This is an optimization exercise on Yosys and OpenROAD, whose aim is small area, not a production implementation. Function was checked by simulation only, so behaviour that the tests miss may differ from the original. The clock port is modelled as an ideal driver, which makes a skipped or thinned clock tree look cheaper than it is; a real chip needs a root buffer or a tree. Power figures rest on the tool's default switching activity, not on a simulated workload.

// bitpack_codec
module bitpack_codec (
    input  wire       clk,
    input  wire       rst,
    input  wire       enc_in_valid,
    output wire       enc_in_ready,
    input  wire       enc_in_end,
    input  wire [7:0] enc_in_data,
    output wire       enc_out_valid,
    input  wire       enc_out_ready,
    output wire [7:0] enc_out_data,
    output wire       enc_done,
    output wire       enc_collision,
    input  wire       dec_in_valid,
    output wire       dec_in_ready,
    input  wire       dec_in_eof,
    input  wire [7:0] dec_in_data,
    output wire       dec_out_valid,
    input  wire       dec_out_ready,
    output wire [7:0] dec_out_data,
    output wire       dec_done,
    output wire [2:0] dec_status
);
For scale: roughly 380 cells after synthesis, ~50 I/O pins, ~0.0033 mm^2 of cells after synthesis.
clock: 6.0 ns
lec_check: 0
cap_margin: 20
core_margin: 2
core_utilization: 65
slew_margin: 20
standard.sh (not shown) runs the stock make flow with config.mk's settings and CLKGATE_MAP_FILE= SYNTH_SCRIPT=/design/flow/synth_recipe.tcl, a recipe that flattens the netlist after the stock synthesis.
==> flow/flow/run.sh <==
#!/bin/bash
# Own layout flow: the standard synthesis, then the combinational logic
# between the (unchanged) registers is re-synthesised by ABC for area
# (&deepsyn with several seeds, the smallest mapped netlist kept); the rest
# is the standard ORFS flow with buf_1 port buffers, except the clock tree:
# mcts.tcl has the clock port drive a few clock buffers, each feeding the
# flip-flops of one region. Each tool's output goes to a log in this folder.
set -euo pipefail
HERE=$(pwd)
LIB=$FLOW_HOME/platforms/sky130hd/lib/sky130_fd_sc_hd__tt_025C_1v80.lib
YOSYS=$FLOW_HOME/../tools/install/yosys/bin/yosys
R=$HERE/orfs/results/sky130hd/bitpack_codec/base

export BUFFER_PORTS_ARGS="-buffer_cell sky130_fd_sc_hd__buf_1"

bash standard.sh synth > synth.log 2>&1

cp $R/1_2_yosys.v $HERE/std_synth.v
DU=""
for c in $(grep -o 'sky130_fd_sc_hd__\(lpflow\|probe\)[a-z0-9_]*' $FLOW_HOME/platforms/sky130hd/config.mk | sort -u); do
  DU="$DU -dont_use $c"
done
SEQ=$(grep -o '^ *sky130_fd_sc_hd__[a-z0-9_]*' std_synth.v | sort -u | grep -E '__(dfxtp|edfxtp|dfrtp|dfstp|dfbbp|dfxbp|dfrbp|dfsbp|sdf|sedf|dlx|dlr)' | tr '\n' ' ')
NSEQ=$(grep -cE '^ *sky130_fd_sc_hd__(dfxtp|edfxtp|dfrtp|dfstp|dfbbp|dfxbp|dfrbp|dfsbp|sdf|sedf|dlx|dlr)' std_synth.v)

remap() {  # remap TAG ABC_SCRIPT_LINES
  local t=$1; shift
  printf '%s\n' "$@" > abc_$t.script
  cat > remap_$t.ys <<EOS
read_liberty -ignore_miss_func $LIB
read_verilog $HERE/std_synth.v
hierarchy -top $FLOW_TOP
setattr -mod -set keep_hierarchy 1 $SEQ
flatten
opt_clean -purge
abc -liberty $LIB $DU -script $HERE/abc_$t.script
opt_clean -purge
hierarchy -top $FLOW_TOP
blackbox $SEQ
rename -hide w:_*_.*
opt_clean -purge
rename -enumerate
tee -o $HERE/area_$t.txt stat -liberty $LIB
write_verilog -noattr -nohex -nodec $HERE/remap_$t.v
EOS
  timeout 900 $YOSYS -s remap_$t.ys > remap_$t.log 2>&1 || true
}

remap base strash 'dch -f' 'map -a' mfs2 strash 'dch -f' 'map -a' topo &
for s in 0 1 2; do
  remap s$s strash '&get -n' "&deepsyn -J 50 -T 400 -S $s" '&put' 'dch -f' 'map -a' topo &
done
wait
for s in 3 4 5 6; do
  remap s$s strash '&get -n' "&deepsyn -J 50 -T 400 -S $s" '&put' 'dch -f' 'map -a' topo &
done
wait

# Keep the smallest netlist that has every register and some logic.
best=""; besta=""
for t in base s0 s1 s2 s3 s4 s5 s6; do
  [[ -f remap_$t.v && -f area_$t.txt ]] || continue
  a=$(grep -E 'Chip area for (top )?module' area_$t.txt | tail -1 | awk '{print $NF}')
  s=$(grep -E 'of which used for sequential' area_$t.txt | tail -1 | awk '{print $(NF-1)}')
  n=$(grep -cE '^ *sky130_fd_sc_hd__(dfxtp|edfxtp|dfrtp|dfstp|dfbbp|dfxbp|dfrbp|dfsbp|sdf|sedf|dlx|dlr)' remap_$t.v || true)
  echo "$t area=$a seq=$s flops=$n" >> choice.log
  [[ "$n" == "$NSEQ" ]] || continue
  awk -v a="$a" -v s="$s" 'BEGIN{exit !(a - s > 0.25 * s)}' || continue
  if [[ -z "$best" ]] || awk -v a="$a" -v b="$besta" 'BEGIN{exit !(a < b)}'; then best=$t; besta=$a; fi
done
echo "chosen: ${best:-standard}" >> choice.log
if [[ -n "$best" ]]; then cp remap_$best.v $R/1_2_yosys.v; fi

bash standard.sh place > place.log 2>&1
MCTS_PLATFORM_DIR=$FLOW_HOME/platforms/sky130hd MCTS_IN_ODB=$R/3_place.odb MCTS_IN_SDC=$R/3_place.sdc \
MCTS_OUT_ODB=$R/4_1_cts.odb MCTS_OUT_SDC=$R/4_cts.sdc MCTS_NBUF=4 MCTS_NX=2 MCTS_BUF=sky130_fd_sc_hd__clkbuf_8 \
  $FLOW_HOME/../tools/install/OpenROAD/bin/openroad -exit $HERE/flow/mcts.tcl > mcts.log 2>&1
bash standard.sh finish > finish.log 2>&1
==> flow/flow/mcts.tcl <==
# Clock tree: the clock port drives MCTS_NBUF clock buffers, each driving
# the flip-flops of one region of the placement (MCTS_NX columns, each split
# into rows by y), the buffer placed at the centre of its flip-flops.
set P $::env(MCTS_PLATFORM_DIR)
read_liberty $P/lib/sky130_fd_sc_hd__tt_025C_1v80.lib
read_db $::env(MCTS_IN_ODB)
read_sdc $::env(MCTS_IN_SDC)
source $P/setRC.tcl
set nbuf $::env(MCTS_NBUF)
set bufm $::env(MCTS_BUF)
set block [ord::get_db_block]
set db [ord::get_db]
set clk [$block findNet clk]
set sinks {}
foreach it [$clk getITerms] {
  lappend sinks $it
}
# sort sinks by x of their instance
set keyed {}
foreach it $sinks {
  set inst [$it getInst]
  set loc [$inst getLocation]
  lappend keyed [list [lindex $loc 0] [lindex $loc 1] $it]
}
# split into nbuf groups: by x into nx columns, each column by y into ny rows
set nx $::env(MCTS_NX)
set ny [expr {$nbuf / $nx}]
set keyed [lsort -integer -index 0 $keyed]
set n [llength $keyed]
set groups {}
for {set c 0} {$c < $nx} {incr c} {
  set col [lrange $keyed [expr {$c * $n / $nx}] [expr {($c + 1) * $n / $nx - 1}]]
  set col [lsort -integer -index 1 $col]
  set m [llength $col]
  for {set r 0} {$r < $ny} {incr r} {
    lappend groups [lrange $col [expr {$r * $m / $ny}] [expr {($r + 1) * $m / $ny - 1}]]
  }
}
set master [$db findMaster $bufm]
set b 0
foreach group $groups {
  set net [odb::dbNet_create $block "clknet_$b"]
  $net setSigType CLOCK
  set inst [odb::dbInst_create $block $master "clkbuf_$b"]
  set sx 0; set sy 0
  foreach g $group {
    set it [lindex $g 2]
    $it disconnect
    $it connect $net
    set sx [expr {$sx + [lindex $g 0]}]
    set sy [expr {$sy + [lindex $g 1]}]
  }
  set cnt [llength $group]
  $inst setLocation [expr {$sx / $cnt}] [expr {$sy / $cnt}]
  $inst setPlacementStatus PLACED
  [$inst findITerm A] connect $clk
  [$inst findITerm X] connect $net
  incr b
}
$clk setSigType CLOCK
detailed_placement
check_placement -verbose
set_propagated_clock [all_clocks]
estimate_parasitics -placement
report_clock_skew
set worst 0
foreach pin [get_pins -hierarchical */CLK] { set s [get_property $pin slew_max]; if {$s > $worst} {set worst $s} }
puts "WORST_CLK_SLEW $worst"
report_worst_slack -max
report_worst_slack -min
write_db $::env(MCTS_OUT_ODB)
write_sdc -no_timestamp $::env(MCTS_OUT_SDC)
Then changed:
--- a/flow/flow/run.sh
+++ b/flow/flow/run.sh
@@ -2,5 +2,6 @@
 # Own layout flow: the standard synthesis, then the combinational logic
 # between the (unchanged) registers is re-synthesised by ABC for area
-# (&deepsyn with several seeds, the smallest mapped netlist kept); the rest
+# (&deepsyn with several seeds, mapped by map -a and by &nf, the smallest
+# netlist that keeps every register kept); the rest
 # is the standard ORFS flow with buf_1 port buffers, except the clock tree:
 # mcts.tcl has the clock port drive a few clock buffers, each feeding the
@@ -47,11 +48,18 @@
 }
 
-remap base strash 'dch -f' 'map -a' mfs2 strash 'dch -f' 'map -a' topo &
-for s in 0 1 2; do
-  remap s$s strash '&get -n' "&deepsyn -J 50 -T 400 -S $s" '&put' 'dch -f' 'map -a' topo &
-done
-wait
-for s in 3 4 5 6; do
-  remap s$s strash '&get -n' "&deepsyn -J 50 -T 400 -S $s" '&put' 'dch -f' 'map -a' topo &
+remap base strash 'dch -f' 'map -a' topo &
+jobs=1
+TAGS="base"
+for s in 0 1 2 3 4 5 6 7; do
+  for m in m n; do
+    if [[ $m == m ]]; then
+      remap s$s$m strash '&get -n' "&deepsyn -J 50 -T 400 -S $s" '&put' 'dch -f' 'map -a' topo &
+    else
+      remap s$s$m strash '&get -n' "&deepsyn -J 50 -T 400 -S $s" '&dch -f' '&nf -R 1000 -p -F 10 -A 10 -a' '&put' topo &
+    fi
+    TAGS="$TAGS s$s$m"
+    jobs=$((jobs + 1))
+    if (( jobs % ${NUM_CORES:-4} == 0 )); then wait; fi
+  done
 done
 wait
@@ -59,5 +67,5 @@
 # Keep the smallest netlist that has every register and some logic.
 best=""; besta=""
-for t in base s0 s1 s2 s3 s4 s5 s6; do
+for t in $TAGS; do
   [[ -f remap_$t.v && -f area_$t.txt ]] || continue
   a=$(grep -E 'Chip area for (top )?module' area_$t.txt | tail -1 | awk '{print $NF}')
Effect: The new run finished clean; sequential power is higher slightly; cell area is lower slightly; wire length drops by a few percent.
Then changed:
--- a/flow/flow/run.sh
+++ b/flow/flow/run.sh
@@ -2,6 +2,5 @@
 # Own layout flow: the standard synthesis, then the combinational logic
 # between the (unchanged) registers is re-synthesised by ABC for area
-# (&deepsyn with several seeds, mapped by map -a and by &nf, the smallest
-# netlist that keeps every register kept); the rest
+# (&deepsyn with several seeds, the smallest mapped netlist kept); the rest
 # is the standard ORFS flow with buf_1 port buffers, except the clock tree:
 # mcts.tcl has the clock port drive a few clock buffers, each feeding the
@@ -48,18 +47,11 @@
 }
 
-remap base strash 'dch -f' 'map -a' topo &
-jobs=1
-TAGS="base"
-for s in 0 1 2 3 4 5 6 7; do
-  for m in m n; do
-    if [[ $m == m ]]; then
-      remap s$s$m strash '&get -n' "&deepsyn -J 50 -T 400 -S $s" '&put' 'dch -f' 'map -a' topo &
-    else
-      remap s$s$m strash '&get -n' "&deepsyn -J 50 -T 400 -S $s" '&dch -f' '&nf -R 1000 -p -F 10 -A 10 -a' '&put' topo &
-    fi
-    TAGS="$TAGS s$s$m"
-    jobs=$((jobs + 1))
-    if (( jobs % ${NUM_CORES:-4} == 0 )); then wait; fi
-  done
+remap base strash 'dch -f' 'map -a' mfs2 strash 'dch -f' 'map -a' topo &
+for s in 0 1 2; do
+  remap s$s strash '&get -n' "&deepsyn -J 50 -T 400 -S $s" '&put' 'dch -f' 'map -a' topo &
+done
+wait
+for s in 3 4 5 6; do
+  remap s$s strash '&get -n' "&deepsyn -J 50 -T 400 -S $s" '&put' 'dch -f' 'map -a' topo &
 done
 wait
@@ -67,5 +59,5 @@
 # Keep the smallest netlist that has every register and some logic.
 best=""; besta=""
-for t in $TAGS; do
+for t in base s0 s1 s2 s3 s4 s5 s6; do
   [[ -f remap_$t.v && -f area_$t.txt ]] || continue
   a=$(grep -E 'Chip area for (top )?module' area_$t.txt | tail -1 | awk '{print $NF}')
@@ -82,5 +74,5 @@
 bash standard.sh place > place.log 2>&1
 MCTS_PLATFORM_DIR=$FLOW_HOME/platforms/sky130hd MCTS_IN_ODB=$R/3_place.odb MCTS_IN_SDC=$R/3_place.sdc \
-MCTS_OUT_ODB=$R/4_1_cts.odb MCTS_OUT_SDC=$R/4_cts.sdc MCTS_NBUF=4 MCTS_NX=2 MCTS_BUF=sky130_fd_sc_hd__clkbuf_8 \
+MCTS_OUT_ODB=$R/4_1_cts.odb MCTS_OUT_SDC=$R/4_cts.sdc MCTS_NBUF=4 MCTS_NX=2 MCTS_BUF=sky130_fd_sc_hd__clkbuf_16 \
   $FLOW_HOME/../tools/install/OpenROAD/bin/openroad -exit $HERE/flow/mcts.tcl > mcts.log 2>&1
 bash standard.sh finish > finish.log 2>&1
After rerunning: The new run passed the timing, DRC and antenna checks. Global-route usage rose by 3.2 points. Sequential share of layout area came out lower by 0.96 points. Worst setup slack is better by 0.29 ns. Total power rose by about 5%. Synthesized area came out higher by about 1.1%. Wire length rises by about 7%. Combinational power is about the same. Final area is higher by 2.0%. Critical path depth decreases by 1. Cell count is higher by about 10%.
No run of this note takes its clock network from TritonCTS; it comes from the design's own scripts or RTL.

[separate check: timing with driven ports]
The flow's constraints put no driver on any port. The routed layouts listed below were extracted and timed again, unchanged, in two steps.
Step 1, drivers: a clkbuf_16 drives clk and a buf_2 each remaining input, both assumed.
Step 2 adds t to the input delays and takes it off the output delays; t is the mean of the earliest and latest rising clock arrival at the registers after step 1. Input paths then give back, and output paths get back, about the clock's delay inside the block.
Three values: ideal, step 1, step 2; two values: the first two.
run | t, ns | slack for setup (ns) | worst register clock-pin slew, ns
the first run | 0.221 | 1.397 / 1.335 / 1.373 | 0.11 / 0.11
the second run | 0.214 | 1.098 / 1.041 / 1.255 | 0.11 / 0.11
the third run | 0.214 | 1.392 / 1.317 / 1.376 | 0.08 / 0.08
After both steps every run listed still meets setup and hold. For the first run, which loses most, drivers alone change the setup slack by -0.062 ns; drivers and shift together by -0.024 ns.
